Optimization exercise on an open flow, not production practice.
RTL: at most simulated, not proved equivalent.
Power: default activity.

==> flow/design.v <==
module nbc_stream_dec (
    input  wire        clk,
    input  wire        rst,
    input  wire        cmd_valid,
    output wire        cmd_ready,
    input  wire [1:0]  cmd_mode,
    input  wire [63:0] cmd_acc,
    input  wire        in_valid,
    output wire        in_ready,
    input  wire [63:0] in_data,
    output reg         out_valid,
    input  wire        out_ready,
    output reg  [63:0] out_data,
    output reg         out_last
);
    localparam S_COUNT = 2'd0;    
    localparam S_SLOT  = 2'd1;    
    localparam S_HDR   = 2'd2;    
    localparam S_END   = 2'd3;    
    reg [1:0]   state;
    reg         have_cmd;
    reg         cmd_rdy;
    reg         m_acc;       
    reg         m_delta;     
    reg [31:0]  remain;      
    reg         rem_zero;    
    reg         rem_is1;     
    reg         rem_le1;     
    reg [4:0]   blk_n;
    reg [7:0]   blk_m;       
    reg         odd;         
    reg [2:0]   idx;
    reg [4:0]   sm;          
    reg [4:0]   sc;          
    reg [63:0]  w0, w1, w2;
    reg [1:0]   wk;          
    reg         in_rdy;
    reg [4:0]   p;           
    reg         f_valid;
    reg         f_load;      
    reg         f_last;
    reg         f_acc;       
    reg         f_cy;        
    reg [63:0]  f;
    assign in_ready  = in_rdy;
    assign cmd_ready = cmd_rdy;
    wire go     = !out_valid || out_ready;   
    wire en1    = !f_valid || go;            
    wire cmd_go = cmd_valid && cmd_rdy;
    wire take   = in_valid && in_rdy;
    wire       drop  = p[4];                 
    wire [1:0] wk_e  = wk - {1'b0, drop};    
    wire       have1 = (wk_e != 2'd0);
    wire       have2 = wk_e[1];
    wire [127:0] win = drop ? {w2, w1} : {w1, w0};
    reg  [75:0]  ext1;
    reg  [63:0]  ext;
    always @(*) begin
        case (p[3:2])
            2'd0: ext1 = win[75:0];
            2'd1: ext1 = win[91:16];
            2'd2: ext1 = win[107:32];
            default: ext1 = win[123:48];
        endcase
        case (p[1:0])
            2'd0: ext = ext1[63:0];
            2'd1: ext = ext1[67:4];
            2'd2: ext = ext1[71:8];
            default: ext = ext1[75:12];
        endcase
    end
    wire [63:0] lo       = drop ? w1 : w0;
    wire [31:0] cnt      = lo[31:0];
    wire        cnt_zero = (cnt == 32'd0);
    wire [15:0] hdr     = (state == S_COUNT) ? lo[47:32] : ext[15:0];
    wire [4:0]  hdr_n   = hdr[4:0];
    wire [7:0]  hdr_m   = hdr[15:8];
    reg  [63:0] smask;
    integer j;
    always @(*) begin
        for (j = 0; j < 16; j = j + 1)
            smask[4*j +: 4] = (j < sm) ? 4'hF : 4'h0;
    end
    wire        last    = (idx == 3'd7);
    wire        pad7    = blk_n[0] & (odd ^ !blk_m[0] ^ !blk_m[1]);
    wire [4:0]  tot_s   = {1'b0, p[3:0]} + sc;
    wire        avail_s = (sc == 5'd0) || have2 || (have1 && (tot_s <= 5'd16));
    wire        rest_unstored = (blk_n == 5'd0) || (&blk_m[7:1]);
    wire        fin     = rem_le1 && rest_unstored;
    wire [4:0]  tot_h   = {1'b0, p[3:0]} + 5'd4;
    wire        avail_h = have2 || (have1 && (tot_h <= 5'd16));
    reg [1:0]   state_c;
    reg         have_cmd_c, fv_c;
    reg [4:0]   p_c;
    reg         start_c, slot_go_c;
    always @(*) begin
        state_c    = state;
        have_cmd_c = have_cmd || cmd_go;
        fv_c       = cmd_go;
        p_c        = {1'b0, p[3:0]};
        start_c    = 1'b0;
        slot_go_c  = 1'b0;
        case (state)
            S_COUNT: begin
                if ((have_cmd || cmd_go) && have1) begin
                    start_c    = 1'b1;
                    have_cmd_c = 1'b0;
                    if (!cnt_zero) begin
                        p_c     = 5'd12;
                        state_c = S_SLOT;
                    end else begin
                        p_c     = 5'd16;
                    end
                end
            end
            S_SLOT: begin
                if (avail_s) begin
                    slot_go_c = 1'b1;
                    fv_c      = !rem_zero;
                    if (fin) begin
                        p_c     = (tot_s == 5'd0) ? 5'd0 : 5'd16;
                        state_c = (tot_s > 5'd16) ? S_END : S_COUNT;
                    end else begin
                        p_c = tot_s;
                        if (last)
                            state_c = S_HDR;
                    end
                end
            end
            S_HDR: begin
                if (avail_h) begin
                    p_c     = tot_h;
                    state_c = S_SLOT;
                end
            end
            S_END: begin
                p_c     = 5'd16;
                state_c = S_COUNT;
            end
        endcase
    end
    wire [1:0]  state_n    = en1 ? state_c : state;
    wire        have_cmd_n = en1 ? have_cmd_c : (have_cmd || cmd_go);
    wire        f_valid_n  = en1 ? fv_c : 1'b1;
    wire [4:0]  p_n        = en1 ? p_c : {1'b0, p[3:0]};
    wire        start      = en1 && start_c;
    wire        slot_go    = en1 && slot_go_c;
    wire [1:0] wk_n = wk_e + {1'b0, take};
    always @(posedge clk) begin
        if (drop) begin
            w0 <= w1;
            w1 <= w2;
        end
        if (in_rdy) begin
            if (wk_e == 2'd0) w0 <= in_data;
            if (wk_e == 2'd1) w1 <= in_data;
            if (wk_e == 2'd2) w2 <= in_data;
        end
    end
    always @(posedge clk) begin
        if (en1 && (state == S_SLOT || (state == S_COUNT && cmd_rdy))) begin
            f      <= (state == S_COUNT) ? cmd_acc : (ext & smask);
            f_load <= (state == S_COUNT);
            f_last <= rem_is1;
            f_acc  <= (state != S_COUNT) && m_acc;
            f_cy   <= (state != S_COUNT) && m_delta;
        end
        if (cmd_go) begin
            m_acc   <= (cmd_mode == 2'd1) || (cmd_mode == 2'd2);
            m_delta <= (cmd_mode == 2'd1);
        end
        if (start) begin
            remain  <= cnt;
            rem_is1 <= (cnt == 32'd1);
            rem_le1 <= (cnt[31:1] == 31'd0);
        end
        if (slot_go && !rem_zero) begin
            remain  <= remain - 32'd1;
            rem_is1 <= (remain == 32'd2);
            rem_le1 <= (remain[31:2] == 30'd0) && !(remain[1] && remain[0]);
        end
        if (en1 && (state == S_COUNT || state == S_HDR)) begin
            blk_n   <= hdr_n;
            blk_m   <= hdr_m;
            odd     <= 1'b0;
            idx     <= 3'd0;
            sm      <= hdr_m[0] ? 5'd0 : hdr_n;
            sc      <= hdr_m[0] ? 5'd0 : hdr_n;
        end
        if (slot_go) begin
            idx   <= idx + 3'd1;
            blk_m <= {1'b1, blk_m[7:1]};
            odd   <= odd ^ !blk_m[0];
            sm    <= blk_m[1] ? 5'd0 : blk_n;
            if (idx == 3'd6)
                sc <= (blk_m[1] ? 5'd0 : blk_n) + {4'd0, pad7};
            else
                sc <= blk_m[1] ? 5'd0 : blk_n;
        end
        if (rst) begin
            state    <= S_COUNT;
            have_cmd <= 1'b0;
            cmd_rdy  <= 1'b1;
            f_valid  <= 1'b0;
            p        <= 5'd0;
            wk       <= 2'd0;
            in_rdy   <= 1'b1;
            rem_zero <= 1'b1;
        end else begin
            state    <= state_n;
            have_cmd <= have_cmd_n;
            cmd_rdy  <= (state_n == S_COUNT) && !have_cmd_n && !f_valid_n;
            f_valid  <= f_valid_n;
            p        <= p_n;
            wk       <= wk_n;
            in_rdy   <= (wk_n != 2'd3) || p_n[4];
            if (start)
                rem_zero <= cnt_zero;
            else if (slot_go && !rem_zero)
                rem_zero <= rem_is1;
        end
    end
    wire [63:0] a  = out_data & {64{f_acc}};
    wire [63:0] hp = a ^ f;
    wire [63:0] hg = out_data & f & {64{f_cy}};
    wire [63:0] ht = out_data | f;
    reg  [63:0] pg, pt;
    integer l, i;
    always @(*) begin
        pg = hg;
        pt = ht;
        for (l = 0; l < 6; l = l + 1)
            for (i = 0; i < 64; i = i + 1)
                if ((i >> l) & 1) begin
                    pg[i] = pg[i] | (pt[i] & pg[((i >> l) << l) - 1]);
                    pt[i] = pt[i] & pt[((i >> l) << l) - 1];
                end
    end
    wire [63:0] sink = hp ^ {pg[62:0], 1'b0};
    always @(posedge clk) begin
        if (rst) begin
            out_valid <= 1'b0;
        end else if (go) begin
            out_valid <= f_valid && !f_load;
            if (f_valid) begin
                out_data <= sink;
                out_last <= f_last;
            end
        end
    end
endmodule
==> flow/config.mk <==
export PLATFORM = sky130hd
export DESIGN_NAME = nbc_stream_dec
export DESIGN_NICKNAME = nbc_stream_dec
export VERILOG_FILES = /design/flow/design.v
export SDC_FILE = /design/flow/constraint.sdc
export NUM_CORES = 4
export LEC_CHECK = 0
export CAP_MARGIN = 20
export CORE_MARGIN = 2
export CORE_UTILIZATION = 30
export SETUP_SLACK_MARGIN = 4.5
export SLEW_MARGIN = 20
export TNS_END_PERCENT = 10
==> flow/run.sh <==
#!/bin/bash
# synth_recipe.tcl (not shown) runs the flow's synth.tcl, then flattens the netlist and writes it again
# the make line also repeats each setting of config.mk as NAME=value (left out here)
make -C /OpenROAD-flow-scripts/flow DESIGN_CONFIG=/design/flow/config.mk WORK_HOME=/design/flow/orfs CLKGATE_MAP_FILE= SYNTH_SCRIPT=/design/flow/synth_recipe.tcl finish
==> flow/constraint.sdc <==
create_clock -name core_clock -period 8.0 [get_ports {clk}]
set_input_delay 1.6000 -clock core_clock [delete_from_list [all_inputs] [get_ports {clk}]]
set_output_delay 1.6000 -clock core_clock [all_outputs]
set_load 0.01 [all_outputs]
==> impl_metrics.json, run 1 <==
{
  "synthArstFlopShare": 0,
  "die_y_um": 282,
  "synth_commonest_cells": "nor2_1, a21oi_1, edfxtp_1",
  "instances_no_fill": 3641,
  "ys_seq_elements": 403,
  "crit_cells": 1,
  "drtPass1Iterations": 9,
  "gr-total-overflow": 0,
  "synth_cell_type_count": 84,
  "path_cells": "clkdlybuf4s50_1",
  "relSlewSlack": 0.252,
  "crit_start": "out_data[39]",
  "syn_to_final_growth_pct": 22.4,
  "dp_hpwl_mm": 56.9,
  "cp_max_fo": 12,
  "core-area_mm2": 0.0762,
  "grt_first_pass_wirelength_mm": 112,
  "hold_buffers": 0,
  "pin_count": 203,
  "clock-sinks": 403,
  "synth.area.top_cells": "edfxtp_1, dfxtp_1, mux2i_1",
  "antenna_left": 0,
  "p_seq_frac": 0.341,
  "fin_setup_tns_ps": 0,
  "switching_power_mw": 4.73,
  "min_path_type": "reg2reg",
  "nets": 2729,
  "dpl.cell_count": 3539,
  "synth_edf_count": 259,
  "drtIter0Drc": 2080,
  "cts_max_level": 2,
  "synth.largest_area_cell": "edfxtp_1",
  "endpoint_kind": "output pin",
  "clkTransAtPathRegs_ps": 60,
  "critical-path-top-delay-family": "buffers and inverters",
  "tightestPinTransition_ps": 1090,
  "avgViaCountPerCell": 5.36,
  "intPower_mw": 6.66,
  "r2r_start": "p[4]",
  "grt_max_degree": 95,
  "reg2reg_depth": 8,
  "syn_area_per_cell_um2": 9.61,
  "cp-start-kind": "flop",
  "drive_above_1_share": 0.0912,
  "final_hold_viol_count": 0,
  "root_buffer": "clkbuf_16",
  "syn_area_mm2": 0.0231,
  "gr-usage-all-layers": 0.187,
  "endpoint": "out_data[39]",
  "crit_slowest_cell": "clkdlybuf4s50_1",
  "setup_viol": 0,
  "drt_wl_total_mm": 77.7,
  "r2r_setup_slack_ps": 4540,
  "io_buffers": 202,
  "via_count": 19500,
  "numCtsBuffers": 46,
  "grt_pass1_vias": 17600,
  "cp.arrival_ps": 1890,
  "clock_path_buffers": 3,
  "row_count": 101,
  "yosysMostFrequentCell": "nor2_1",
  "comb_power_share": 0.463,
  "antenna_found_initial": 5,
  "wire_per_inst_um": 21.3,
  "clock_latency_ps": 590,
  "drc": 0,
  "die_w_um": 282,
  "required_ps": 6400,
  "r2r-end": "f[62]",
  "p_per_area_mw_per_mm2": 402,
  "ys_seq_area_frac": 0.461,
  "syn-num-nets": 2563,
  "rsz0062_at_grt": "true",
  "synth_top_area_share": 0.336,
  "cts_tree": "done",
  "fin_crit_sh": 0.436,
  "dieArea_mm2": 0.0794,
  "drv_cap": 0,
  "ir_drop_v": 0.000241,
  "max_freq_ghz": 0.287,
  "drv_slew": 0,
  "p_leak_nw": 10.3,
  "outcome": "no timing/DRC/antenna violations",
  "max_stage_delay_ps": 670,
  "p_sw_frac": 0.415,
  "fin_crit_ps": 3490,
  "critical_path_class": "reg2out",
  "synthCells": 2407,
  "skew_ps": 27.2,
  "yosysWarnings": 1,
  "diodes": 0,
  "p_clk_frac": 0.196,
  "place_congestion": 0.883,
  "path_buf_inv": 1,
  "ys_dominant_reg_cell": "edfxtp_1",
  "start_util": 0.304
}
-- worst min-delay path by stage --
stage          startpoint  endpoint  slack [ps]  depth (start not counted)
4_1_cts            f_last  out_last         420                          0
3_5_place_dp       f_last  out_last         410                          0
2_1_floorplan      f_last  out_last         400                          0
5_1_grt            f_last  out_last         440                          0
6_report           f_last  out_last         420                          0
3_3_place_gp       f_last  out_last         400                          0
-- timing repair --
action                                  4_1_cts  5_1_grt
resized for setup                            20       36
gates cloned                                  2        2
endpoints found under the setup margin      191      160
setup buffers                                 7        5
pin swaps                                     4        5
-- registers in the layout (all words and copies together) (netlist names), 2 cells and up --
| signal | flops |
|---|---|
| blk_n | 5 |
| blk_m | 8 |
| sc | 5 |
| w2 | 64 |
| state | 2 |
| idx | 3 |
| w1 | 64 |
| f | 64 |
| wk | 2 |
| p | 5 |
| sm | 5 |
| remain | 32 |
| out_data | 64 |
| w0 | 64 |
-- power groups by stage --
stage                     clock network [mW]  logic (mW)  registers (mW)
after detailed placement                   0        5.01            3.90
after floorplan                            0        3.44            3.71
final                                   2.24        5.27            3.88
after global routing                    2.36        5.69            3.97
after global placement                     0        4.95            3.88
after CTS                               2.27        5.09            3.87
-- cell families after synthesis --
family,share of synthesized area
compound gates,0.188
xor+xnor,0.0621
fa+ha+maj,0.0121
buf+inv,0.0295
flops,0.461
mux,0.118
simple gates,0.129
-- worst reg2reg max path, stage by stage, from the launching register on --
cell	delay (ps)
dfxtp_4	600
buf_6	320
mux2i_1	700
o22ai_1	180
o311ai_0	550
a21boi_0	360
nor2_1	70
a21oi_1	300
o21ai_0	140
-- cell type report --
type,instances,area [µm²]
clock buffer,66,1330
clock inverter,20,265
fill,7594,47900
inverter,38,151
multi-input combinational,1827,12000
sequential,403,10700
tap,1030,1290
timing repair buffer,257,2600
-- metal layers --
metal,share of wire,track usage,up-vias
li1,-,-,9245
met1,0.44,0.261,9269
met2,0.44,0.285,854
met3,0.094,0.0455,122
met4,0.026,0.0507,10
met5,0.00089,0,-
-- stage by stage --
stage	instance area [µm²]	utilization	hold slack, ps	setup WS, ps	power [mW]
after floorplan	23200	-	400	4030	7.15
after global placement	26300	0.345	404	3750	8.84
after detailed placement	26300	0.345	410	3800	8.90
after CTS	28100	0.369	423	4370	11.2
after global routing	28300	0.372	437	4420	12.0
final	28300	0.372	420	4510	11.4
-- layout by cell type, fill, tap and decap left out, drive strengths merged, types with 9 or more instances in the layout --
cell,netlist,final
nor2,322,323
a21oi,280,280
edfxtp,259,259
mux2i,217,217
nand2,215,215
clkdlybuf4s50,0,202
dfxtp,144,144
xnor2,121,121
o22ai,80,80
o21ai,70,70
clkbuf,107,68
a22o,60,60
nor3,53,53
buf,33,52
mux2,46,46
xor2,43,43
inv,38,37
a211oi,24,24
nor4,23,23
a31oi,22,22
nand3,21,21
ha,20,20
o31a,19,19
a21o,17,17
a22oi,17,17
and2,13,13
nor2b,12,12
clkinv,0,12
o211ai,11,11
o31ai,10,10
a222oi,9,9
o311ai,9,9
Testbench counts, summed over its fixed seeds: cycles 16,918.
==> inputs of run 2 (changes only) <==
--- a/flow/config.mk
+++ b/flow/config.mk
@@ -8,6 +8,7 @@
 export CAP_MARGIN = 20
 export CORE_MARGIN = 2
 export CORE_UTILIZATION = 30
+export CTS_BUF_LIST = sky130_fd_sc_hd__clkbuf_8
 export SETUP_SLACK_MARGIN = 4.5
 export SLEW_MARGIN = 20
 export TNS_END_PERCENT = 10
==> run 2 against run 1 <==
Compared with the run above:
- critical endpoint is now sc[2]
- sequential share of layout area is 0.35 points higher
- hold slack hardly changed
- still clean on timing, DRC and antenna
- global-route usage is 0.14 points higher
- non-clock buffer count is 1 lower
- critical path type is now reg2reg
- first-iteration DRC count is 5.0% lower
- largest cell class unchanged
==> impl_metrics.json, run 2 <==
{
  "outcome": "no timing/DRC/antenna violations",
  "required_ps": 8420,
  "critical_path_class": "reg2reg",
  "synth_compound_area_frac": 0.188,
  "synth_simple_gate_area_frac": 0.129,
  "diodes": 0,
  "synth_top_area_share": 0.336,
  "synth.area.top_cells": "edfxtp_1, dfxtp_1, mux2i_1",
  "drv_cap": 0,
  "nets": 2752,
  "drv_slew": 0,
  "total_power_mw": 11.0,
  "numCtsBuffers": 70,
  "final_cell_mix": "nor2_1, a21oi_1, edfxtp_1",
  "drt_wl_total_mm": 77.7,
  "drtIter0Drc": 1976,
  "fin_crit_sh": 0.439,
  "synth_edf_count": 259,
  "synth_cell_type_count": 84,
  "synthCells": 2407,
  "dp_hpwl_mm": 56.9,
  "antenna_left": 0,
  "instances_no_fill": 3684,
  "grt_max_degree": 95,
  "final_hold_viol_count": 0,
  "ys_seq_area_frac": 0.461,
  "synth_xor_area_frac": 0.0621,
  "io_buffers": 202,
  "gr-total-overflow": 0,
  "p_leak_nw": 10.3,
  "core-area_mm2": 0.0762,
  "synth_commonest_cells": "nor2_1, a21oi_1, edfxtp_1",
  "synth.largest_area_cell": "edfxtp_1",
  "synthArstFlopShare": 0,
  "fill_cells": 7656,
  "whs_ps": 420,
  "clock-sinks": 403,
  "ir_drop_v": 0.000186,
  "cp.arrival_ps": 3930,
  "endpoint_kind": "flop",
  "drtPass1Iterations": 7,
  "fin_setup_tns_ps": 0,
  "wire_per_inst_um": 21.1,
  "cts_tree": "done",
  "synth_fa_ha_area_frac": 0.0121,
  "drc": 0,
  "dieArea_mm2": 0.0794,
  "tightestPinTransition_ps": 1120,
  "die_y_um": 282,
  "place_congestion": 0.883,
  "yosysWarnings": 1,
  "fin_crit_ps": 3510,
  "ys_dominant_reg_cell": "edfxtp_1",
  "setup_viol": 0,
  "antenna_found_initial": 5,
  "drive_above_1_share": 0.0972,
  "yosysMostFrequentCell": "nor2_1",
  "cts_max_level": 3,
  "clkTransAtPathRegs_ps": 70,
  "grt_first_pass_wirelength_mm": 112,
  "syn_to_final_growth_pct": 21.3,
  "syn_area_mm2": 0.0231,
  "skew_ps": 35.2,
  "synth_top_family_by_area": "compound AO/OA/AOI/OAI gates",
  "p_per_area_mw_per_mm2": 393,
  "syn_area_per_cell_um2": 9.61,
  "max_freq_ghz": 0.285,
  "final_common_cell": "nor2_1",
  "grt_pass1_vias": 17700,
  "relSlewSlack": 0.235,
  "row_count": 101,
  "synth_mux_area_frac": 0.118,
  "gr-usage-all-layers": 0.188,
  "ys_seq_elements": 403,
  "via_count": 19600,
  "min_path_type": "reg2reg",
  "rsz0062_at_grt": "true",
  "cp-start-kind": "flop",
  "avgViaCountPerCell": 5.33,
  "root_buffer": "clkbuf_8",
  "clock_latency_ps": 690,
  "start_util": 0.304,
  "pin_count": 203,
  "syn-num-nets": 2563,
  "clock_path_buffers": 3,
  "die_w_um": 282,
  "cp_max_fo": 66,
  "dpl.cell_count": 3539
}
==> run 2: cell counts after synthesis <==
No cell type changed its count.
==> run 2: power breakdown <==
group	total (mW)	switching [mW]	internal, mW
Combinational	5.25	3.20	2.05
Sequential	3.88	0.636	3.24
Clock	1.89	0.898	0.990
Total	11.0	4.73	6.29
==> run 2: kinds of logic after synthesis <==
family	after synthesis
compound gates	675
xor+xnor	164
fa+ha+maj	22
buf+inv	178
flops	403
mux	265
simple gates	700
==> run 2: final timing paths <==
check                             from  endpoint  slack (ps)  cells after the start
worst max-delay path              p[2]     sc[2]        4490                     12
worst min-delay path            f_last  out_last         420                      0
worst max register to register    p[2]     sc[2]        4490                     12
worst min register to register  f_last  out_last         420                      0
==> run 2: repair_timing <==
item                       4_1_cts  5_1_grt
pin swaps                        5        4
setup buffers                    7        5
hold endpoints to repair         0        0
setup endpoints to repair      194      163
hold buffers                     0        0
resized for setup               20       30
gates cloned                     2        1
==> run 2: critical path: stages (launching register included) <==
cell	delay, ps
dfxtp_1	470
inv_1	130
ha_1	350
clkinv_1	130
buf_8	340
nor2_1	90
a2111oi_0	640
a21oi_1	70
mux4_2	560
nand2_1	90
o21ai_0	120
nand2_1	140
o21ai_0	90
==> run 2: metrics by stage <==
step / setup slack [ps] / utilization / cell area (µm²)
after floorplan: 4030 / - / 23200
after global placement: 3750 / 0.345 / 26300
after detailed placement: 3800 / 0.345 / 26300
after CTS: 4340 / 0.366 / 27900
after global routing: 4380 / 0.368 / 28100
final: 4490 / 0.368 / 28100
==> run 2: layout make-up <==
type,count,area (µm²),share of cell area
Tap cell,1030,1290,0.0459
Clock inverter,53,318,0.0113
Clock buffer,77,1060,0.0378
Multi-Input combinational cell,1827,12000,0.428
Sequential cell,403,10700,0.380
Timing Repair Buffer,256,2580,0.0919
Inverter,38,151,0.00539
==> run 2: layer usage <==
metal	track usage	up-vias	share of wire
met5	0	-	0.00090
met3	0.0515	135	0.090
met2	0.285	852	0.44
met4	0.0539	10	0.026
li1	-	9307	-
met1	0.261	9337	0.45
==> inputs of run 3 (changes only) <==
--- a/flow/config.mk
+++ b/flow/config.mk
@@ -7,8 +7,7 @@
 export LEC_CHECK = 0
 export CAP_MARGIN = 20
 export CORE_MARGIN = 2
-export CORE_UTILIZATION = 30
-export CTS_BUF_LIST = sky130_fd_sc_hd__clkbuf_8
+export CORE_UTILIZATION = 45
 export SETUP_SLACK_MARGIN = 4.5
 export SLEW_MARGIN = 20
 export TNS_END_PERCENT = 10
==> run 3 against run 2 <==
Compared with the run above:
- still clean
- worst setup slack improved by 45 ps
- non-clock buffer count decreased by 5
- wire length decreased by 3.5%
- clock skew increased by 1.0 ps
- global-route usage increased by 8.6 points
- first-iteration DRC count increased by 0.61%
- clock power increased by 5%
- count of clock-buffer cells in the layout decreased by 12
- sequential share of layout area increased by 0.57 points
- largest power group unchanged
==> impl_metrics.json, run 3 <==
{
  "yosysWarnings": 1,
  "met2WireLength_mm": 35.0,
  "endpoint_kind": "flop",
  "antenna_left": 0,
  "root_buffer": "clkbuf_16",
  "critical_path_class": "reg2reg",
  "wl_met3_mm": 5.14,
  "min_path_type": "reg2reg",
  "tightestPinTransition_ps": 1130,
  "grt_pass1_vias": 18600,
  "path_cells": "buf_16 -> mux2i_1 -> nor2_1 -> a2111oi_0 -> a21oi_1 -> a21oi_1 -> a21oi_1 -> nand2_1 -> o21ai_0 -> nand2_1 -> nand2_1",
  "place_congestion": 0.907,
  "max_stage_delay_ps": 790,
  "synth_top_area_share": 0.336,
  "pin_count": 203,
  "p_clk_frac": 0.180,
  "synth_edf_count": 259,
  "p_leak_nw": 10.2,
  "drtIter0Drc": 1988,
  "gr-usage-all-layers": 0.274,
  "dpl.cell_count": 3186,
  "start_util": 0.453,
  "final_hold_viol_count": 0,
  "intPower_mw": 6.40,
  "core-area_mm2": 0.0511,
  "syn-num-nets": 2563,
  "drive_above_1_share": 0.0869,
  "drt_wl_total_mm": 75.0,
  "skew_ps": 36.3,
  "final_common_cell": "nor2_1",
  "via_count": 19600,
  "comb_power_share": 0.471,
  "drv_cap": 0,
  "drtPass1Iterations": 8,
  "clock_latency_ps": 610,
  "instances_no_fill": 3282,
  "relSlewSlack": 0.250,
  "ys_dominant_reg_cell": "edfxtp_1",
  "cts_max_level": 2,
  "fill_cells": 4612,
  "hold_buffers": 0,
  "ys_seq_elements": 403,
  "syn_area_per_cell_um2": 9.61,
  "yosysMostFrequentCell": "nor2_1",
  "placed_area_mm2": 0.0258,
  "io_buffers": 202,
  "m1WireLength_mm": 31.7,
  "grt_max_degree": 93,
  "dp_hpwl_mm": 54.8,
  "switching_power_mw": 4.68,
  "numCtsBuffers": 46,
  "ir_drop_v": 0.000174,
  "setup_viol": 0,
  "fin_crit_sh": 0.433,
  "clkTransAtPathRegs_ps": 60,
  "dieArea_mm2": 0.0532,
  "antenna_found_initial": 2,
  "whs_ps": 427,
  "synth_commonest_cells": "nor2_1, a21oi_1, edfxtp_1",
  "grt_first_pass_wirelength_mm": 111,
  "die_y_um": 231,
  "p_seq_frac": 0.350,
  "synthCells": 2407,
  "drv_slew": 0,
  "nets": 2723,
  "drc": 0,
  "row_count": 83,
  "top_layer_used": "met5",
  "gr-total-overflow": 0,
  "cp.arrival_ps": 3810,
  "cp-start-kind": "flop",
  "cts_tree": "done",
  "postLayoutCellArea_mm2": 0.0277,
  "avgViaCountPerCell": 5.97,
  "synth.area.top_cells": "edfxtp_1, dfxtp_1, mux2i_1",
  "syn_to_final_growth_pct": 19.6,
  "p_sw_frac": 0.423,
  "fin_setup_tns_ps": 0,
  "synth.largest_area_cell": "edfxtp_1",
  "clock-sinks": 403,
  "crit_slowest_cell": "mux2i_1",
  "outcome": "no timing/DRC/antenna violations",
  "required_ps": 8340,
  "die_w_um": 231,
  "clock_path_buffers": 3,
  "syn_area_mm2": 0.0231,
  "synthArstFlopShare": 0,
  "cp_max_fo": 56,
  "final_cell_mix": "nor2_1, a21oi_1, edfxtp_1",
  "fin_crit_ps": 3470,
  "wire_per_inst_um": 22.8,
  "p_per_area_mw_per_mm2": 400,
  "rsz0062_at_grt": "true",
  "max_freq_ghz": 0.288,
  "synth_cell_type_count": 84,
  "ys_seq_area_frac": 0.461
}
-- run 3: final timing paths --
check               from        to  slack [ps]  depth (start not counted)
setup / recovery    p[4]     sm[3]        4530                         11
hold / removal    f_last  out_last         430                          0
setup reg to reg    p[4]     sm[3]        4530                         11
hold reg to reg   f_last  out_last         430                          0
-- run 3: power groups by stage --
stage	clock [mW]	sequential (mW)	combinational [mW]
6_report	1.99	3.87	5.21
5_1_grt	2.11	3.96	5.64
2_1_floorplan	0	3.71	3.44
3_5_place_dp	0	3.89	5.02
4_1_cts	2.03	3.85	5.08
3_3_place_gp	0	3.86	4.92
-- run 3: layer usage --
layer,vias to the layer above,GRT usage
li1,9203,-
met1,9457,0.365
met2,787,0.446
met3,137,0.0379
met4,2,0.119
met5,-,0
-- run 3: area by class of cell --
type | count | area [µm²] | share of cell area
repair buffers | 251 | 2570 | 0.0927
multi-input cells | 1826 | 12000 | 0.434
clock inverters | 17 | 153 | 0.00552
diodes | 1 | 2.50 | 0.0000904
clock buffers | 65 | 1250 | 0.0453
well taps | 680 | 851 | 0.0307
flip-flops and latches | 403 | 10700 | 0.386
inverters | 38 | 154 | 0.00556
repair inverters | 1 | 5.00 | 0.000181
-- run 3: what timing repair did --
| item | CTS | global route |
|---|---|---|
| cloned | 1 | 2 |
| endpoints found under the hold margin | 0 | 0 |
| pin swaps | 4 | 5 |
| endpoints found under the setup margin | 201 | 140 |
| buffers inserted | 3 | 7 |
| resized for setup | 30 | 33 |
-- run 3: cell families after synthesis --
kind of cell | after synthesis | synth area share
adder cells (fa/ha/maj) | 22 | 0.0121
multiplexers | 265 | 0.118
XOR/XNOR | 164 | 0.0621
AND/OR/NAND/NOR | 700 | 0.129
flip-flops | 403 | 0.461
buffers and inverters | 178 | 0.0295
AO/OA/AOI/OAI | 675 | 0.188
-- run 3: worst max-delay path, delay by kind of cell (launching register included) --
kind	cells	cell delay, ps
muxes	1	790
DFF	1	550
AOI/OAI and AO/OA	5	1040
and+or+nand+nor	4	390
buffers and inverters	1	340
-- run 3: through the flow --
| stage | util | setup slack (ps) | power [mW] |
|---|---|---|---|
| floorplan | - | 4030 | 7.15 |
| detailed placement | 0.506 | 3520 | 8.91 |
| finish | 0.542 | 4530 | 11.1 |
| CTS | 0.536 | 4440 | 11.0 |
| global route | 0.541 | 4400 | 11.7 |
| global placement | 0.505 | 3440 | 8.77 |
==> inputs of run 4 (changes only) <==
--- a/flow/config.mk
+++ b/flow/config.mk
@@ -7,7 +7,8 @@
 export LEC_CHECK = 0
 export CAP_MARGIN = 20
 export CORE_MARGIN = 2
-export CORE_UTILIZATION = 45
+export CORE_UTILIZATION = 30
+export PLACE_DENSITY = 0.75
 export SETUP_SLACK_MARGIN = 4.5
 export SLEW_MARGIN = 20
 export TNS_END_PERCENT = 10
==> run 4 against run 3 <==
Compared with the run above:
- design area rose by 1.4%
- critical endpoint is now sc[0]
- global-route usage fell by 9.3 points
- die area up 49%
- via count grew 1.5%
- synthesized area did not move
- hold slack worse by 5.2 ps
- wire length rose by 2.1%
- clock power is essentially flat
- final cell count up 11%
- count of clock-buffer cells in the layout rose by 1
- highest routed layer unchanged
==> impl_metrics.json, run 4 <==
{
  "ys_dominant_reg_cell": "edfxtp_1",
  "cp_max_fo": 64,
  "required_ps": 8310,
  "p_leak_nw": 10.2,
  "place_congestion": 0.927,
  "max_freq_ghz": 0.283,
  "nets": 2721,
  "relSlewSlack": 0.332,
  "root_buffer": "clkbuf_16",
  "p_per_area_mw_per_mm2": 395,
  "fill_cells": 7458,
  "top_layer_used": "met5",
  "cts_max_level": 2,
  "wl_met3_mm": 8.58,
  "drv_cap": 0,
  "critical_path_class": "reg2reg",
  "final_cell_mix": "nor2_1, a21oi_1, edfxtp_1",
  "antenna_found_initial": 14,
  "dp_hpwl_mm": 55.5,
  "grt_pass1_vias": 17900,
  "io_buffers": 202,
  "yosysMostFrequentCell": "nor2_1",
  "synth_top_family_by_area": "compound AO/OA/AOI/OAI gates",
  "die_y_um": 282,
  "drtIter0Drc": 2509,
  "synth_top_area_share": 0.336,
  "final_common_cell": "nor2_1",
  "syn_area_mm2": 0.0231,
  "outcome": "no timing/DRC/antenna violations",
  "clock-sinks": 403,
  "clkTransAtPathRegs_ps": 60,
  "yosysWarnings": 1,
  "synth_xor_area_frac": 0.0621,
  "ir_drop_v": 0.000182,
  "clock_latency_ps": 580,
  "endpoint_kind": "flop",
  "synth_compound_area_frac": 0.188,
  "fin_util": 0.368,
  "synth.area.top_cells": "edfxtp_1, dfxtp_1, mux2i_1",
  "final_hold_viol_count": 0,
  "gr-usage-all-layers": 0.181,
  "tightestPinTransition_ps": 973,
  "cp-start-kind": "flop",
  "met2WireLength_mm": 34.1,
  "multi_input_area_mm2": 0.0120,
  "regArea_mm2": 0.0107,
  "ys_seq_area_frac": 0.461,
  "whs_ps": 422,
  "synth_simple_gate_area_frac": 0.129,
  "synthCells": 2407,
  "rsz0062_at_grt": "true",
  "grt_max_degree": 129,
  "drv_slew": 0,
  "row_count": 101,
  "drtPass1Iterations": 8,
  "drt_wl_total_mm": 76.5,
  "numCtsBuffers": 44,
  "fin_crit_sh": 0.441,
  "synth_fa_ha_area_frac": 0.0121,
  "synth_edf_count": 259,
  "m1WireLength_mm": 31.2,
  "synth_commonest_cells": "nor2_1, a21oi_1, edfxtp_1",
  "synth_cell_type_count": 84,
  "ys_seq_elements": 403,
  "start_util": 0.304,
  "drc": 0,
  "clock_path_buffers": 3,
  "syn_area_per_cell_um2": 9.61,
  "antenna_left": 0,
  "fin_setup_tns_ps": 0,
  "core-area_mm2": 0.0762,
  "via_count": 19900,
  "syn-num-nets": 2563,
  "syn_to_final_growth_pct": 21.3,
  "cts_tree": "done",
  "fin_ws_ps": 4470,
  "die_w_um": 282,
  "min_path_type": "reg2reg",
  "cp.arrival_ps": 3840,
  "avgViaCountPerCell": 5.47,
  "drive_above_1_share": 0.0850,
  "fin_crit_ps": 3530,
  "preCtsSetupSlack_ps": 3420,
  "pin_count": 203,
  "setup_viol": 0,
  "synthArstFlopShare": 0,
  "synth_mux_area_frac": 0.118,
  "grt_first_pass_wirelength_mm": 110,
  "dieArea_mm2": 0.0794,
  "gr-total-overflow": 0,
  "wire_per_inst_um": 21.1,
  "synth.largest_area_cell": "edfxtp_1",
  "skew_ps": 14.1,
  "total_power_mw": 11.1
}
==> run 4: final timing paths <==
kind,from,end,slack [ps],depth (start not counted)
worst max-delay path,p[4],sc[0],4470,10
worst min-delay path,f_last,out_last,420,0
worst max register to register,p[4],sc[0],4470,10
worst min register to register,f_last,out_last,420,0
==> run 4: cell type report <==
class	instances	share of cell area
tap	1030	0.0459
clock buffer	66	0.0462
timing repair buffer	250	0.0911
clock inverter	14	0.00357
timing repair inverter	1	0.000178
inverter	38	0.00539
antenna	2	0.000178
sequential	403	0.380
multi-input combinational	1827	0.427
==> run 4: cell families after synthesis <==
family,Yosys count
AOI/OAI and AO/OA,675
xor gates and xnor gates,164
adders and majority gates,22
buffers and inverters,178
DFF,403
muxes,265
and+or+nand+nor,700
==> run 4: metrics by stage <==
step / cell area [µm²] / instances
finish: 28100 / 3631
CTS: 27800 / 3620
global placement: 26300 / 3533
global route: 28100 / 3629
detailed placement: 26300 / 3533
floorplan: 23200 / 2407
==> run 4: metal layers <==
layer	up-vias	global-route usage
met3	190	0.0451
li1	9202	-
met4	24	0.0555
met1	9345	0.245
met5	-	0
met2	1113	0.285
==> run 4: report_power, final <==
| part | leakage, nW | total [mW] | switching (mW) | internal [mW] |
|---|---|---|---|---|
| Combinational | 5.82 | 5.22 | 3.18 | 2.03 |
| Clock | 0.693 | 2.00 | 0.844 | 1.15 |
| Sequential | 3.69 | 3.87 | 0.623 | 3.24 |
| Total | 10.2 | 11.1 | 4.65 | 6.43 |
==> run 4: timing repair <==
action,CTS,global route
resized for setup,18,33
gates cloned,2,4
setup endpoints to repair,173,170
hold buffers,0,0
pin swaps,3,5
setup buffers,5,5
==> run 4: critical path, stage by stage (launching register included) <==
cell and delay (ps):
dfxtp_4 490, buf_16 360, mux2i_1 740, nor2_1 70
a2111oi_0 430, a21oi_1 70, mux4_2 540, nand2_1 80
o21ai_0 130, nand2_1 130, o21ai_0 90
==> inputs of run 5 (changes only) <==
--- a/flow/config.mk
+++ b/flow/config.mk
@@ -7,8 +7,7 @@
 export LEC_CHECK = 0
 export CAP_MARGIN = 20
 export CORE_MARGIN = 2
-export CORE_UTILIZATION = 30
-export PLACE_DENSITY = 0.75
-export SETUP_SLACK_MARGIN = 4.5
+export CORE_UTILIZATION = 45
+export SETUP_SLACK_MARGIN = 4.7
 export SLEW_MARGIN = 20
 export TNS_END_PERCENT = 10
==> run 5 against run 4 <==
Compared with the run above:
- clock power is essentially flat
- via count down 0.44%
- global-route usage grew 9.5 points
- sequential share of layout area grew 0.084 points
- die area down 33%
- hold slack improved by 6.4 ps
- still clean
- largest power group unchanged
- first-iteration DRC count is 20% lower
==> impl_metrics.json, run 5 <==
{
  "gr-total-overflow": 0,
  "die_y_um": 231,
  "fin_crit_ps": 3390,
  "avgViaCountPerCell": 5.98,
  "path_cells": "buf_12 -> mux2_2 -> and2_1 -> o311ai_0 -> a21boi_0 -> mux2i_1 -> a22o_1",
  "yosysWarnings": 1,
  "drive_above_1_share": 0.103,
  "synth_cell_type_count": 84,
  "syn_to_final_growth_pct": 21.1,
  "rsz0062_at_grt": "true",
  "antenna_found_initial": 2,
  "wire_per_inst_um": 23.0,
  "synth_commonest_cells": "nor2_1, a21oi_1, edfxtp_1",
  "synth.largest_area_cell": "edfxtp_1",
  "postLayoutCellArea_mm2": 0.0280,
  "drv_cap": 0,
  "grt_first_pass_wirelength_mm": 112,
  "synth.area.top_cells": "edfxtp_1, dfxtp_1, mux2i_1",
  "drt_wl_total_mm": 76.2,
  "placed_area_mm2": 0.0258,
  "p_leak_nw": 10.4,
  "cp-start-kind": "flop",
  "syn-num-nets": 2563,
  "grt_max_degree": 93,
  "final_hold_viol_count": 0,
  "min_path_type": "reg2reg",
  "fin_ws_ps": 4610,
  "io_buffers": 202,
  "crit_slowest_cell": "o311ai_0",
  "cp.arrival_ps": 3730,
  "nets": 2747,
  "synth_top_area_share": 0.336,
  "row_count": 83,
  "place_congestion": 0.907,
  "root_buffer": "clkbuf_16",
  "max_freq_ghz": 0.295,
  "clock_latency_ps": 620,
  "cts_max_level": 2,
  "dieArea_mm2": 0.0532,
  "ys_seq_area_frac": 0.461,
  "drc": 0,
  "cp_max_fo": 40,
  "grt_pass1_vias": 18700,
  "endpoint_kind": "flop",
  "ir_drop_v": 0.000176,
  "drtIter0Drc": 1997,
  "via_count": 19800,
  "gr-usage-all-layers": 0.276,
  "fill_cells": 4580,
  "die_w_um": 231,
  "max_stage_delay_ps": 770,
  "ys_dominant_reg_cell": "edfxtp_1",
  "synthArstFlopShare": 0,
  "ys_seq_elements": 403,
  "skew_ps": 34.7,
  "outcome": "no timing/DRC/antenna violations",
  "fin_crit_sh": 0.424,
  "core-area_mm2": 0.0511,
  "tightestPinTransition_ps": 1130,
  "syn_area_per_cell_um2": 9.61,
  "drv_slew": 0,
  "numCtsBuffers": 46,
  "p_per_area_mw_per_mm2": 401,
  "preCtsSetupSlack_ps": 3520,
  "clock-sinks": 403,
  "yosysMostFrequentCell": "nor2_1",
  "critical_path_class": "reg2reg",
  "relSlewSlack": 0.250,
  "cts_tree": "done",
  "fin_setup_tns_ps": 0,
  "dp_hpwl_mm": 54.8,
  "drtPass1Iterations": 7,
  "start_util": 0.453,
  "antenna_left": 0,
  "final_common_cell": "nor2_1",
  "synthCells": 2407,
  "pin_count": 203,
  "syn_area_mm2": 0.0231,
  "clock_path_buffers": 3,
  "clkTransAtPathRegs_ps": 60,
  "hold_buffers": 0,
  "synth_edf_count": 259,
  "setup_viol": 0,
  "required_ps": 8340,
  "final_cell_mix": "nor2_1, a21oi_1, edfxtp_1"
}
## run 5: cell counts after synthesis
Identical to the previous run, type by type.
## run 5: per-layer routing
layer  GRT usage  wire [µm]
met3      0.0379       5480
met2       0.446      35500
met4       0.125       3480
met1       0.368      31700
met5           0          9
## run 5: where the power goes
group / internal (mW) / leakage, nW / switching (mW)
logic: 2.11 / 6.01 / 3.24
registers: 3.24 / 3.69 / 0.639
clock network: 1.13 / 0.688 / 0.871
## run 5: final cells by class
type	count	area (µm²)	share of cell area
timing repair inverter	1	5.00	0.000179
multi-input combinational	1826	12100	0.432
timing repair buffer	275	2800	0.0999
clock inverter	17	153	0.00545
tap	680	851	0.0304
inverter	38	164	0.00585
sequential	403	10700	0.381
antenna	2	5.00	0.000179
clock buffer	65	1250	0.0447
## run 5: per-stage QoR
stage | std cells | util | hold WS, ps | total power, mW
2_1_floorplan | 2407 | - | 400 | 7.15
3_3_place_gp | 3185 | 0.505 | 417 | 8.77
3_5_place_dp | 3186 | 0.506 | 419 | 8.91
4_1_cts | 3281 | 0.540 | 430 | 11.0
5_1_grt | 3305 | 0.548 | 435 | 11.8
6_report | 3307 | 0.548 | 429 | 11.2
## run 5: repair_timing
item,CTS,global route
cloned,1,4
setup buffers,12,20
gates resized for setup,56,37
pin swaps,6,17
endpoints found under the setup margin,229,238
## run 5: logic make-up after synthesis
group / synth area share
buf+inv: 0.0295
simple gates: 0.129
mux: 0.118
fa+ha+maj: 0.0121
flops: 0.461
compound gates: 0.188
xor+xnor: 0.0621
## run 5: final timing paths
| check | from | end | slack [ps] | cells after the start |
|---|---|---|---|---|
| worst max-delay path | p[4] | f[57] | 4610 | 7 |
| worst max register to register | p[4] | f[57] | 4610 | 7 |
| worst min register to register | f_last | out_last | 430 | 0 |
| worst min-delay path | f_last | out_last | 430 | 0 |
## run 5: worst max-delay path, delay by kind of cell, from the launching register on
kind	cells	cell delay, ps
DFF	1	590
AOI/OAI and AO/OA	3	1390
and+or+nand+nor	1	180
buffers and inverters	1	320
muxes	2	620
==> inputs of run 6 (changes only) <==
--- a/flow/config.mk
+++ b/flow/config.mk
@@ -8,6 +8,6 @@
 export CAP_MARGIN = 20
 export CORE_MARGIN = 2
 export CORE_UTILIZATION = 45
-export SETUP_SLACK_MARGIN = 4.7
+export SETUP_SLACK_MARGIN = 4.9
 export SLEW_MARGIN = 20
 export TNS_END_PERCENT = 10
==> run 6 against run 5 <==
Compared with the run above:
- sequential share of layout area decreased by 1.4 points
- clock power about the same
- critical path depth decreased by 6
- still clean
- count of clock-buffer cells in the layout unchanged
- sequential power about the same
- utilization increased by 2.1 points
- first-iteration DRC count increased by 7.2%
- total power increased by 2.9%
==> impl_metrics.json, run 6 <==
{
  "grt_max_degree": 93,
  "final_hold_viol_count": 0,
  "max_stage_delay_ps": 600,
  "dpl.cell_count": 3186,
  "instances_no_fill": 3364,
  "final_cell_mix": "nor2_1, a21oi_1, edfxtp_1",
  "critical-path-top-delay-family": "buffers and inverters",
  "ys_seq_area_frac": 0.461,
  "placed_area_mm2": 0.0258,
  "grt_pass1_vias": 19000,
  "synth_fa_ha_area_frac": 0.0121,
  "final_common_cell": "nor2_1",
  "via_count": 20200,
  "yosysWarnings": 1,
  "synth_edf_count": 259,
  "hold_end": "out_last",
  "ys_seq_elements": 403,
  "core-area_mm2": 0.0511,
  "synthCells": 2407,
  "antenna_found_initial": 1,
  "synth_top_family_by_area": "compound AO/OA/AOI/OAI gates",
  "critical_path_class": "reg2out",
  "hold-path-cell-count": 0,
  "outcome": "no timing/DRC/antenna violations",
  "syn-num-nets": 2563,
  "fin_crit_ps": 3320,
  "synth_mux_area_frac": 0.118,
  "fin_setup_tns_ps": 0,
  "drv_slew": 0,
  "cp_max_fo": 8,
  "synth_xor_area_frac": 0.0621,
  "dp_hpwl_mm": 54.8,
  "syn_area_mm2": 0.0231,
  "clock_latency_ps": 620,
  "synthArstFlopShare": 0,
  "path_cells": "clkdlybuf4s50_1",
  "gr-total-overflow": 0,
  "fill_cells": 4475,
  "start_util": 0.453,
  "skew_ps": 36.0,
  "p_leak_nw": 10.9,
  "clock_path_buffers": 3,
  "drtIter0Drc": 2140,
  "synth.largest_area_cell": "edfxtp_1",
  "cts_tree": "done",
  "nets": 2806,
  "min_path_type": "reg2reg",
  "relSlewSlack": 0.260,
  "drv_cap": 0,
  "p_per_area_mw_per_mm2": 397,
  "crit_slowest_cell": "clkdlybuf4s50_1",
  "yosysMostFrequentCell": "nor2_1",
  "met2WireLength_mm": 37.1,
  "clkTransAtPathRegs_ps": 60,
  "synth_simple_gate_area_frac": 0.129,
  "io_buffers": 202,
  "endpoint_kind": "output pin",
  "place_congestion": 0.907,
  "postLayoutCellArea_mm2": 0.0291,
  "r2r-end": "out_data[63]",
  "row_count": 83,
  "gr-usage-all-layers": 0.284,
  "pin_count": 203,
  "drive_above_1_share": 0.141,
  "synth_cell_type_count": 84,
  "numCtsBuffers": 46,
  "die_y_um": 231,
  "diodes": 0,
  "required_ps": 6400,
  "rsz0062_at_grt": "true",
  "drtPass1Iterations": 7,
  "syn_area_per_cell_um2": 9.61,
  "wl_met3_mm": 5.60,
  "reg2reg_depth": 12,
  "path_buf_inv": 1,
  "whs_ps": 424,
  "m1WireLength_mm": 32.6,
  "ys_dominant_reg_cell": "edfxtp_1",
  "root_buffer": "clkbuf_16",
  "cp-start-kind": "flop",
  "avgViaCountPerCell": 6.02,
  "clock-sinks": 403,
  "dieArea_mm2": 0.0532,
  "drt_wl_total_mm": 78.9,
  "cts_max_level": 2,
  "fin_util": 0.569,
  "synth_commonest_cells": "nor2_1, a21oi_1, edfxtp_1",
  "antenna_left": 0,
  "wire_per_inst_um": 23.5,
  "synth_compound_area_frac": 0.188,
  "fin_crit_sh": 0.415,
  "syn_to_final_growth_pct": 25.7,
  "synth.area.top_cells": "edfxtp_1, dfxtp_1, mux2i_1",
  "hold_buffers": 0,
  "r2r_start": "out_data[40]",
  "top_layer_used": "met5",
  "die_w_um": 231,
  "synth_top_area_share": 0.336,
  "ir_drop_v": 0.000175,
  "drc": 0,
  "holdCritStartpoint": "f_last",
  "setup_viol": 0,
  "r2r_setup_slack_ps": 4710,
  "grt_first_pass_wirelength_mm": 115,
  "tightestPinTransition_ps": 1110,
  "cp.arrival_ps": 1720,
  "max_freq_ghz": 0.302
}
[run 6: cell counts after synthesis]
No cell type changed its count.
[run 6: through the flow]
step / total power, mW / setup WS (ps)
2_1_floorplan: 7.15 / 4030
3_3_place_gp: 8.77 / 3440
3_5_place_dp: 8.91 / 3520
4_1_cts: 11.2 / 4690
5_1_grt: 12.2 / 4590
6_report: 11.6 / 4680
[run 6: repair_timing]
action / CTS / global route
hold endpoints to repair: 0 / 0
pin swaps: 21 / 37
buffers inserted: 40 / 42
cloned: 7 / 7
gates resized for setup: 90 / 102
setup endpoints to repair: 369 / 337
[run 6: kinds of logic (layout without fill, tap and decap cells)]
family                     Yosys count  after routing
xor gates and xnor gates           164            164
and+or+nand+nor                    700            700
AOI/OAI and AO/OA                  675            675
muxes                              265            265
DFF                                403            403
buffers and inverters              178            455
adders and majority gates           22             22
[run 6: layer usage]
metal,GRT usage,up-vias
li1,-,9377
met5,0,-
met1,0.376,9782
met4,0.119,2
met2,0.466,873
met3,0.0404,210
[run 6: how the worst max path moves through the flow]
| stage | startpoint | end | slack, ps | cells past startpoint |
|---|---|---|---|---|
| 3_5_place_dp | p[4] | sc[4] | 3520 | 10 |
| 4_1_cts | out_data[32] | out_data[32] | 4690 | 1 |
| 2_1_floorplan | rst | out_data[0] | 4030 | 2 |
| 6_report | out_data[40] | out_data[40] | 4680 | 1 |
| 3_3_place_gp | p[0] | rem_le1 | 3440 | 10 |
| 5_1_grt | out_data[40] | out_data[62] | 4590 | 12 |
[run 6: report_power, final]
| part | leakage [nW] | internal (mW) | switching (mW) | total (mW) |
|---|---|---|---|---|
| clock network | 0.688 | 1.13 | 0.870 | 2.00 |
| logic | 6.49 | 2.29 | 3.37 | 5.66 |
| registers | 3.69 | 3.24 | 0.658 | 3.90 |
| total | 10.9 | 6.67 | 4.89 | 11.6 |
[run 6: final cells by class]
type	count	area, µm²	share of cell area
clock buffers	65	1250	0.0431
clock inverters	17	153	0.00525
inverters	38	181	0.00624
multi-input cells	1826	12500	0.429
flip-flops and latches	403	10700	0.367
well taps	680	851	0.0293
repair buffers	334	3480	0.120
repair inverters	1	5.00	0.000172
==> inputs of run 7 (changes only) <==
--- a/flow/config.mk
+++ b/flow/config.mk
@@ -8,6 +8,6 @@
 export CAP_MARGIN = 20
 export CORE_MARGIN = 2
 export CORE_UTILIZATION = 45
-export SETUP_SLACK_MARGIN = 4.9
+export SETUP_SLACK_MARGIN = 4.8
 export SLEW_MARGIN = 20
-export TNS_END_PERCENT = 10
+export TNS_END_PERCENT = 5
==> run 7 against run 6 <==
Compared with the run above:
- still clean
- total power is 2.5% lower
- worst setup slack worse by 50 ps
- clock power hardly changed
- combinational power is 4.8% lower
- critical path depth is 1 higher
- largest cell class unchanged
==> impl_metrics.json, run 7 <==
{
  "outcome": "no timing/DRC/antenna violations",
  "path_cells": "buf_4 -> clkdlybuf4s50_1",
  "dp_hpwl_mm": 54.8,
  "gr-total-overflow": 0,
  "clkTransAtPathRegs_ps": 60,
  "ir_drop_v": 0.000177,
  "endpoint_kind": "output pin",
  "rsz0062_at_grt": "true",
  "ys_dominant_reg_cell": "edfxtp_1",
  "crit_slowest_cell": "clkdlybuf4s50_1",
  "switching_power_mw": 4.76,
  "place_congestion": 0.907,
  "drv_cap": 0,
  "fin_crit_sh": 0.421,
  "gr-usage-all-layers": 0.280,
  "preCtsSetupSlack_ps": 3520,
  "p_leak_nw": 10.5,
  "placed_area_mm2": 0.0258,
  "tightestPinTransition_ps": 1120,
  "holdCritStartpoint": "f_last",
  "yosysMostFrequentCell": "nor2_1",
  "dpl.cell_count": 3186,
  "min_path_type": "reg2reg",
  "syn-num-nets": 2563,
  "path_buf_inv": 2,
  "r2r_start": "out_data[8]",
  "die_w_um": 231,
  "nets": 2760,
  "reg2reg_depth": 12,
  "ys_seq_elements": 403,
  "yosysWarnings": 1,
  "drv_slew": 0,
  "hold-path-cell-count": 0,
  "grt_max_degree": 93,
  "max_stage_delay_ps": 520,
  "cp-start-kind": "flop",
  "cp_max_fo": 7,
  "syn_to_final_growth_pct": 21.9,
  "fin_setup_tns_ps": 0,
  "drc": 0,
  "start_util": 0.453,
  "synth_edf_count": 259,
  "critical-path-top-delay-family": "buffers and inverters",
  "synth.area.top_cells": "edfxtp_1, dfxtp_1, mux2i_1",
  "relSlewSlack": 0.254,
  "syn_area_per_cell_um2": 9.61,
  "max_freq_ghz": 0.297,
  "fin_crit_ps": 3370,
  "clock-sinks": 403,
  "r2r-end": "out_data[63]",
  "p_sw_frac": 0.423,
  "die_y_um": 231,
  "synth_top_area_share": 0.336,
  "p_clk_frac": 0.177,
  "wire_per_inst_um": 23.1,
  "final_cell_mix": "nor2_1, a21oi_1, edfxtp_1",
  "drtPass1Iterations": 6,
  "synthArstFlopShare": 0,
  "cts_tree": "done",
  "synth_commonest_cells": "nor2_1, a21oi_1, edfxtp_1",
  "instances_no_fill": 3320,
  "synth.largest_area_cell": "edfxtp_1",
  "fin_ws_ps": 4630,
  "avgViaCountPerCell": 5.99,
  "skew_ps": 32.9,
  "root_buffer": "clkbuf_16",
  "via_count": 19900,
  "drive_above_1_share": 0.108,
  "antenna_found_initial": 2,
  "drt_wl_total_mm": 76.7,
  "cts_max_level": 2,
  "hold_end": "out_last",
  "drtIter0Drc": 2046,
  "clock_path_buffers": 3,
  "grt_pass1_vias": 18800,
  "antenna_left": 0,
  "clock_latency_ps": 620,
  "intPower_mw": 6.50,
  "cp.arrival_ps": 1770,
  "synth_cell_type_count": 84,
  "ys_seq_area_frac": 0.461,
  "grt_first_pass_wirelength_mm": 114,
  "pin_count": 203,
  "syn_area_mm2": 0.0231,
  "core-area_mm2": 0.0511,
  "synthCells": 2407,
  "setup_viol": 0,
  "critical_path_class": "reg2out",
  "p_per_area_mw_per_mm2": 399,
  "dieArea_mm2": 0.0532,
  "io_buffers": 202,
  "final_hold_viol_count": 0,
  "row_count": 83,
  "comb_power_share": 0.479,
  "final_common_cell": "nor2_1",
  "r2r_setup_slack_ps": 4690,
  "numCtsBuffers": 46,
  "required_ps": 6400,
  "p_seq_frac": 0.344,
  "postLayoutCellArea_mm2": 0.0282
}
[run 7: changes by cell type in the layout (fill, tap and decap cells not counted), moves of 6 or more]
cell     delta
a21oi_2     -8
buf_4      -33
mux2i_4     -7
o21ai_0     +6
a21oi_1     +8
mux2i_1    +11
[run 7: layer usage]
metal,global-route usage,vias up,share of wire
met2,0.455,803,0.47
met5,0,-,0.00012
li1,-,9287,-
met4,0.127,2,0.045
met3,0.0406,170,0.067
met1,0.371,9618,0.42
[run 7: worst max-delay path by stage]
| stage | startpoint | to | slack, ps | cells after the start |
|---|---|---|---|---|
| floorplan | rst | out_data[0] | 4030 | 2 |
| global placement | p[0] | rem_le1 | 3440 | 10 |
| detailed placement | p[4] | sc[4] | 3520 | 10 |
| CTS | f_cy | out_data[45] | 4600 | 14 |
| global route | out_data[8] | out_data[63] | 4560 | 12 |
| finish | out_data[8] | out_data[8] | 4630 | 2 |
[run 7: worst register-to-register path: cells and delay by family (launching register included)]
family	cells	cell delay (ps)
flip-flops	1	490
AND/OR/NAND/NOR	2	280
AO/OA/AOI/OAI	9	2150
XOR/XNOR	1	140
[run 7: area by class of cell]
type | count | area (µm²)
fillers | 4560 | 22900
multi-input cells | 1826 | 12100
flip-flops and latches | 403 | 10700
repair buffers | 288 | 2970
clock buffers | 65 | 1250
well taps | 680 | 851
inverters | 38 | 164
clock inverters | 17 | 153
repair inverters | 1 | 5.00
diodes | 2 | 5.00
[run 7: cell families (layout without fill, tap and decap cells)]
logic type	after synthesis	count (layout)	share of synthesized area
compound gates	675	675	0.188
other cells	0	2	0
flops	403	403	0.461
buf+inv	178	409	0.0295
simple gates	700	700	0.129
xor+xnor	164	164	0.0621
mux	265	265	0.118
fa+ha+maj	22	22	0.0121
[run 7: metrics by stage]
stage	power, mW	hold WS (ps)	utilization
global route	11.9	435	0.552
finish	11.3	428	0.552
floorplan	7.15	400	-
global placement	8.77	417	0.505
detailed placement	8.91	419	0.506
CTS	11.1	430	0.543
[run 7: power by group through the flow]
| stage | Sequential, mW | Combinational [mW] | Clock [mW] |
|---|---|---|---|
| 4_1_cts | 3.86 | 5.17 | 2.03 |
| 3_5_place_dp | 3.89 | 5.02 | 0 |
| 6_report | 3.88 | 5.39 | 2.00 |
| 2_1_floorplan | 3.71 | 3.44 | 0 |
| 5_1_grt | 3.96 | 5.81 | 2.11 |
| 3_3_place_gp | 3.86 | 4.92 | 0 |
[run 7: repair_timing]
| action | CTS | global route |
|---|---|---|
| endpoints found under the setup margin | 351 | 297 |
| gates cloned | 4 | 3 |
| pin swaps | 7 | 18 |
| buffers inserted | 13 | 30 |
| gates resized for setup | 63 | 38 |
| hold buffers | 0 | 0 |
==> inputs of run 8 (changes only) <==
--- a/flow/config.mk
+++ b/flow/config.mk
@@ -8,6 +8,6 @@
 export CAP_MARGIN = 20
 export CORE_MARGIN = 2
 export CORE_UTILIZATION = 45
-export SETUP_SLACK_MARGIN = 4.8
+export SETUP_SLACK_MARGIN = 5.0
 export SLEW_MARGIN = 20
-export TNS_END_PERCENT = 5
+export TNS_END_PERCENT = 0
==> run 8 against run 7 <==
Compared with the run above:
- hold slack worse by 5.5 ps
- first-iteration DRC count up 6.1%
- synthesized cell count stayed put
- count of clock-buffer cells in the layout decreased by 5
- clock power increased by 2%
- register-to-register slack got worse by 60 ps
- non-clock buffer count up 42
- utilization up 0.72 points
- total power increased by 1.6%
- critical path depth increased by 8
- worst setup slack worse by 2.2 ps
- design area up 1.3%
==> impl_metrics.json, run 8 <==
{
  "dieArea_mm2": 0.0532,
  "fill_cells": 4552,
  "syn_area_per_cell_um2": 9.61,
  "pin_count": 203,
  "drtIter0Drc": 2171,
  "fin_crit_ps": 3370,
  "skew_ps": 27.8,
  "gr-usage-all-layers": 0.285,
  "core-area_mm2": 0.0511,
  "synth_commonest_cells": "nor2_1, a21oi_1, edfxtp_1",
  "ir_drop_v": 0.000202,
  "via_count": 20000,
  "ys_seq_elements": 403,
  "synth_top_area_share": 0.336,
  "synthCells": 2407,
  "synth_edf_count": 259,
  "final_cell_mix": "nor2_1, a21oi_1, edfxtp_1",
  "intPower_mw": 6.63,
  "critical_path_class": "reg2reg",
  "grt_first_pass_wirelength_mm": 115,
  "placed_area_mm2": 0.0259,
  "p_leak_nw": 10.7,
  "setup_viol": 0,
  "max_freq_ghz": 0.297,
  "die_y_um": 231,
  "syn_to_final_growth_pct": 23.5,
  "endpoint_kind": "flop",
  "met2WireLength_mm": 37.0,
  "synthArstFlopShare": 0,
  "drc": 0,
  "rsz0062_at_grt": "true",
  "io_buffers": 202,
  "clock_path_buffers": 3,
  "postLayoutCellArea_mm2": 0.0286,
  "grt_pass1_vias": 18700,
  "ys_seq_area_frac": 0.461,
  "gr-total-overflow": 0,
  "switching_power_mw": 4.82,
  "die_w_um": 231,
  "clock-sinks": 403,
  "row_count": 83,
  "reg2reg_depth": 10,
  "whs_ps": 422,
  "fin_ws_ps": 4630,
  "ys_dominant_reg_cell": "edfxtp_1",
  "drt_wl_total_mm": 77.7,
  "antenna_left": 0,
  "final_hold_viol_count": 0,
  "clkTransAtPathRegs_ps": 60,
  "dp_hpwl_mm": 54.4,
  "avgViaCountPerCell": 5.94,
  "hold-path-cell-count": 0,
  "p_per_area_mw_per_mm2": 401,
  "wire_per_inst_um": 23.1,
  "wl_met3_mm": 5.48,
  "yosysMostFrequentCell": "nor2_1",
  "place_congestion": 0.926,
  "outcome": "no timing/DRC/antenna violations",
  "start_util": 0.453,
  "drv_cap": 0,
  "cp_max_fo": 32,
  "root_buffer": "clkbuf_16",
  "fin_crit_sh": 0.421,
  "min_path_type": "reg2reg",
  "p_seq_frac": 0.338,
  "cts_tree": "done",
  "numCtsBuffers": 46,
  "cp.arrival_ps": 3690,
  "grt_max_degree": 103,
  "drive_above_1_share": 0.125,
  "p_clk_frac": 0.178,
  "top_layer_used": "met5",
  "clock_latency_ps": 600,
  "nets": 2801,
  "fin_setup_tns_ps": 0,
  "synth_cell_type_count": 84,
  "comb_power_share": 0.484,
  "total_power_mw": 11.4,
  "yosysWarnings": 1,
  "syn_area_mm2": 0.0231,
  "relSlewSlack": 0.255,
  "antenna_found_initial": 2,
  "p_sw_frac": 0.421,
  "final_common_cell": "nor2_1",
  "drv_slew": 0,
  "cts_max_level": 2,
  "m1WireLength_mm": 32.9,
  "r2r_setup_slack_ps": 4630,
  "drtPass1Iterations": 9,
  "required_ps": 8320,
  "synth.largest_area_cell": "edfxtp_1",
  "synth.area.top_cells": "edfxtp_1, dfxtp_1, mux2i_1",
  "tightestPinTransition_ps": 1120,
  "syn-num-nets": 2563,
  "cp-start-kind": "flop",
  "preCtsSetupSlack_ps": 3810
}
[run 8: cell counts after synthesis]
No cell type changed its count.
[run 8: cell families (layout without fill, tap and decap cells)]
group                      after synthesis  after routing  synth area share
DFF                                    403            403             0.461
xor gates and xnor gates               164            164            0.0621
adders and majority gates               22             22            0.0121
other                                    0              1                 0
AOI/OAI and AO/OA                      675            675             0.188
buffers and inverters                  178            453            0.0295
and+or+nand+nor                        700            700             0.129
muxes                                  265            265             0.118
[run 8: cell type report]
class | instances | area (µm²) | area share
antenna | 1 | 2.50 | 0.0000876
clock buffer | 60 | 1240 | 0.0436
clock inverter | 25 | 194 | 0.00679
inverter | 38 | 160 | 0.00560
multi-input combinational | 1826 | 12200 | 0.426
sequential | 403 | 10700 | 0.373
tap | 680 | 851 | 0.0298
timing repair buffer | 330 | 3270 | 0.114
[run 8: worst paths after layout]
path,start,to
hold / removal,f_last,out_last
setup / recovery,p[4],sc[2]
hold reg to reg,f_last,out_last
setup reg to reg,p[4],sc[2]
[run 8: layer usage]
metal  vias up  global-route usage
li1       9373                   -
met1      9659               0.378
met2       817               0.475
met3       128              0.0446
met4         2              0.0946
met5         -                   0
[run 8: worst max-delay path: stages (launching register included)]
cell	delay [ps]
dfxtp_4	450
buf_16	310
mux2i_2	510
nor2_1	90
a2111oi_0	510
a21oi_1	200
mux4_2	550
nand2_1	90
o21ai_0	110
nand2_1	130
o21ai_0	90
[run 8: through the flow]
| step | util | std cells |
|---|---|---|
| finish | 0.559 | 3363 |
| global route | 0.559 | 3362 |
| CTS | 0.552 | 3336 |
| detailed placement | 0.506 | 3189 |
| global placement | 0.506 | 3189 |
| floorplan | - | 2407 |
[run 8: power by group through the flow]
stage / registers [mW] / logic, mW / clock network (mW)
4_1_cts: 3.84 / 5.36 / 2.08
2_1_floorplan: 3.71 / 3.44 / 0
5_1_grt: 3.95 / 5.96 / 2.15
6_report: 3.87 / 5.54 / 2.04
3_5_place_dp: 3.89 / 5.04 / 0
3_3_place_gp: 3.86 / 4.96 / 0
[run 8: timing repair]
action / CTS / global route
pin swaps: 11 / 5
gates resized for setup: 75 / 35
hold buffers: 0 / 0
buffers inserted: 56 / 26
setup endpoints to repair: 369 / 417
cloned: 6 / 0
endpoints found under the hold margin: 0 / 0
==> inputs of run 9 (changes only) <==
--- a/flow/config.mk
+++ b/flow/config.mk
@@ -7,7 +7,7 @@
 export LEC_CHECK = 0
 export CAP_MARGIN = 20
 export CORE_MARGIN = 2
-export CORE_UTILIZATION = 45
+export CORE_UTILIZATION = 60
 export SETUP_SLACK_MARGIN = 5.0
 export SLEW_MARGIN = 20
-export TNS_END_PERCENT = 0
+export TNS_END_PERCENT = 2
==> run 9 against run 8 <==
Compared with the run above:
- largest cell class unchanged
- design area up 0.47%
- synthesized cell count unchanged
- critical endpoint is now out_data[45]
- maximum frequency up 0.39%
- wire length down 2.9%
- clock skew down 7.1 ps
- worst setup slack better by 13 ps
- total power up 1.0%
- sequential power up 1%
- synthesized area unchanged
- clock power down 2%
- die area down 25%
- utilization up 20 points
==> impl_metrics.json, run 9 <==
{
  "p_per_area_mw_per_mm2": 403,
  "crit_slowest_cell": "edfxtp_1",
  "comb_power_share": 0.489,
  "wire_per_inst_um": 23.7,
  "ys_dominant_reg_cell": "edfxtp_1",
  "fill_cells": 2580,
  "cp-start-kind": "flop",
  "skew_ps": 20.6,
  "core-area_mm2": 0.0378,
  "fin_crit_sh": 0.419,
  "antenna_left": 0,
  "drc": 0,
  "drive_above_1_share": 0.133,
  "syn_area_mm2": 0.0231,
  "outcome": "no timing/DRC/antenna violations",
  "p_leak_nw": 10.8,
  "preCtsSetupSlack_ps": 3770,
  "fin_setup_tns_ps": 0,
  "place_congestion": 0.960,
  "synthCells": 2407,
  "switching_power_mw": 4.87,
  "r2r-end": "out_data[45]",
  "clock_latency_ps": 580,
  "grt_pass1_vias": 18800,
  "setup_viol": 0,
  "clock_path_buffers": 3,
  "via_count": 20600,
  "syn_area_per_cell_um2": 9.61,
  "clkTransAtPathRegs_ps": 60,
  "crit_start": "out_data[25]",
  "dieArea_mm2": 0.0402,
  "intPower_mw": 6.69,
  "drt_wl_total_mm": 75.5,
  "min_path_type": "reg2reg",
  "syn_to_final_growth_pct": 24.1,
  "ys_seq_elements": 403,
  "grt_max_degree": 96,
  "synth_top_area_share": 0.336,
  "numCtsBuffers": 43,
  "cts_max_level": 2,
  "cp.arrival_ps": 3660,
  "hold-path-cell-count": 0,
  "grt_first_pass_wirelength_mm": 110,
  "max_freq_ghz": 0.298,
  "nets": 2800,
  "syn-num-nets": 2563,
  "pin_count": 203,
  "yosysMostFrequentCell": "nor2_1",
  "synth.largest_area_cell": "edfxtp_1",
  "ys_seq_area_frac": 0.461,
  "multi_input_area_mm2": 0.0124,
  "critical-path-top-delay-family": "compound AO/OA/AOI/OAI gates",
  "synthArstFlopShare": 0,
  "hold_buffers": 0,
  "r2r_setup_slack_ps": 4640,
  "die_w_um": 200,
  "path_buf_inv": 1,
  "synth_cell_type_count": 84,
  "synth_edf_count": 259,
  "tightestPinTransition_ps": 1080,
  "drv_slew": 0,
  "r2r_start": "out_data[25]",
  "placed_area_mm2": 0.0256,
  "final_hold_viol_count": 0,
  "yosysWarnings": 1,
  "antenna_found_initial": 0,
  "rsz0062_at_grt": "true",
  "row_count": 71,
  "p_sw_frac": 0.421,
  "synth.area.top_cells": "edfxtp_1, dfxtp_1, mux2i_1",
  "p_clk_frac": 0.172
}
run 9: power groups by stage:
stage | sequential, mW | clock [mW] | combinational (mW)
after floorplan | 3.71 | 0 | 3.44
after global placement | 3.83 | 0 | 4.84
after detailed placement | 3.88 | 0 | 4.96
after CTS | 3.86 | 2.01 | 5.22
after global routing | 3.99 | 2.09 | 5.99
final | 3.92 | 1.99 | 5.65
run 9: cells by family after synthesis:
kind of cell | count (synthesis) | synth area share
and+or+nand+nor | 700 | 0.129
DFF | 403 | 0.461
muxes | 265 | 0.118
buffers and inverters | 178 | 0.0295
AOI/OAI and AO/OA | 675 | 0.188
xor gates and xnor gates | 164 | 0.0621
adders and majority gates | 22 | 0.0121
run 9: layout make-up:
cell class | count | share of cell area
well taps | 511 | 0.0223
repair buffers | 331 | 0.119
multi-input cells | 1827 | 0.432
flip-flops and latches | 403 | 0.372
clock inverters | 12 | 0.00431
inverters | 38 | 0.00567
diodes | 1 | 0.0000872
clock buffers | 66 | 0.0445
run 9: worst reg2reg max path, delay by kind of cell, from the launching register on:
kind	cells	cell delay [ps]
AO/OA/AOI/OAI	11	2240
flip-flops	1	510
XOR/XNOR	1	150
buffers and inverters	1	200
run 9: per-layer routing:
layer / global-route usage / share of wire / vias to the layer above
li1: - / - / 9372
met1: 0.459 / 0.38 / 9760
met2: 0.591 / 0.47 / 1279
met3: 0.0521 / 0.097 / 231
met4: 0.144 / 0.048 / 0
met5: 0 / 0 / -
run 9: per-stage QoR:
stage | power (mW) | hold WS [ps] | std cells
3_5_place_dp | 8.84 | 413 | 3015
5_1_grt | 12.1 | 451 | 3188
4_1_cts | 11.1 | 425 | 3128
6_report | 11.6 | 424 | 3189
2_1_floorplan | 7.15 | 400 | 2407
3_3_place_gp | 8.67 | 403 | 3015
run 9: what timing repair did:
action,in CTS,in global routing
setup buffers,27,55
resized for setup,82,73
endpoints found under the setup margin,365,415
gates cloned,8,5
pin swaps,20,20
run 9: how the worst max path moves through the flow:
stage	to	slack, ps	depth (start not counted)
final	out_data[45]	4640	13
after global routing	out_data[46]	4470	13
after CTS	out_data[63]	4730	12
after detailed placement	remain[25]	3770	13
after global placement	rem_le1	3880	13
after floorplan	out_data[0]	4030	2
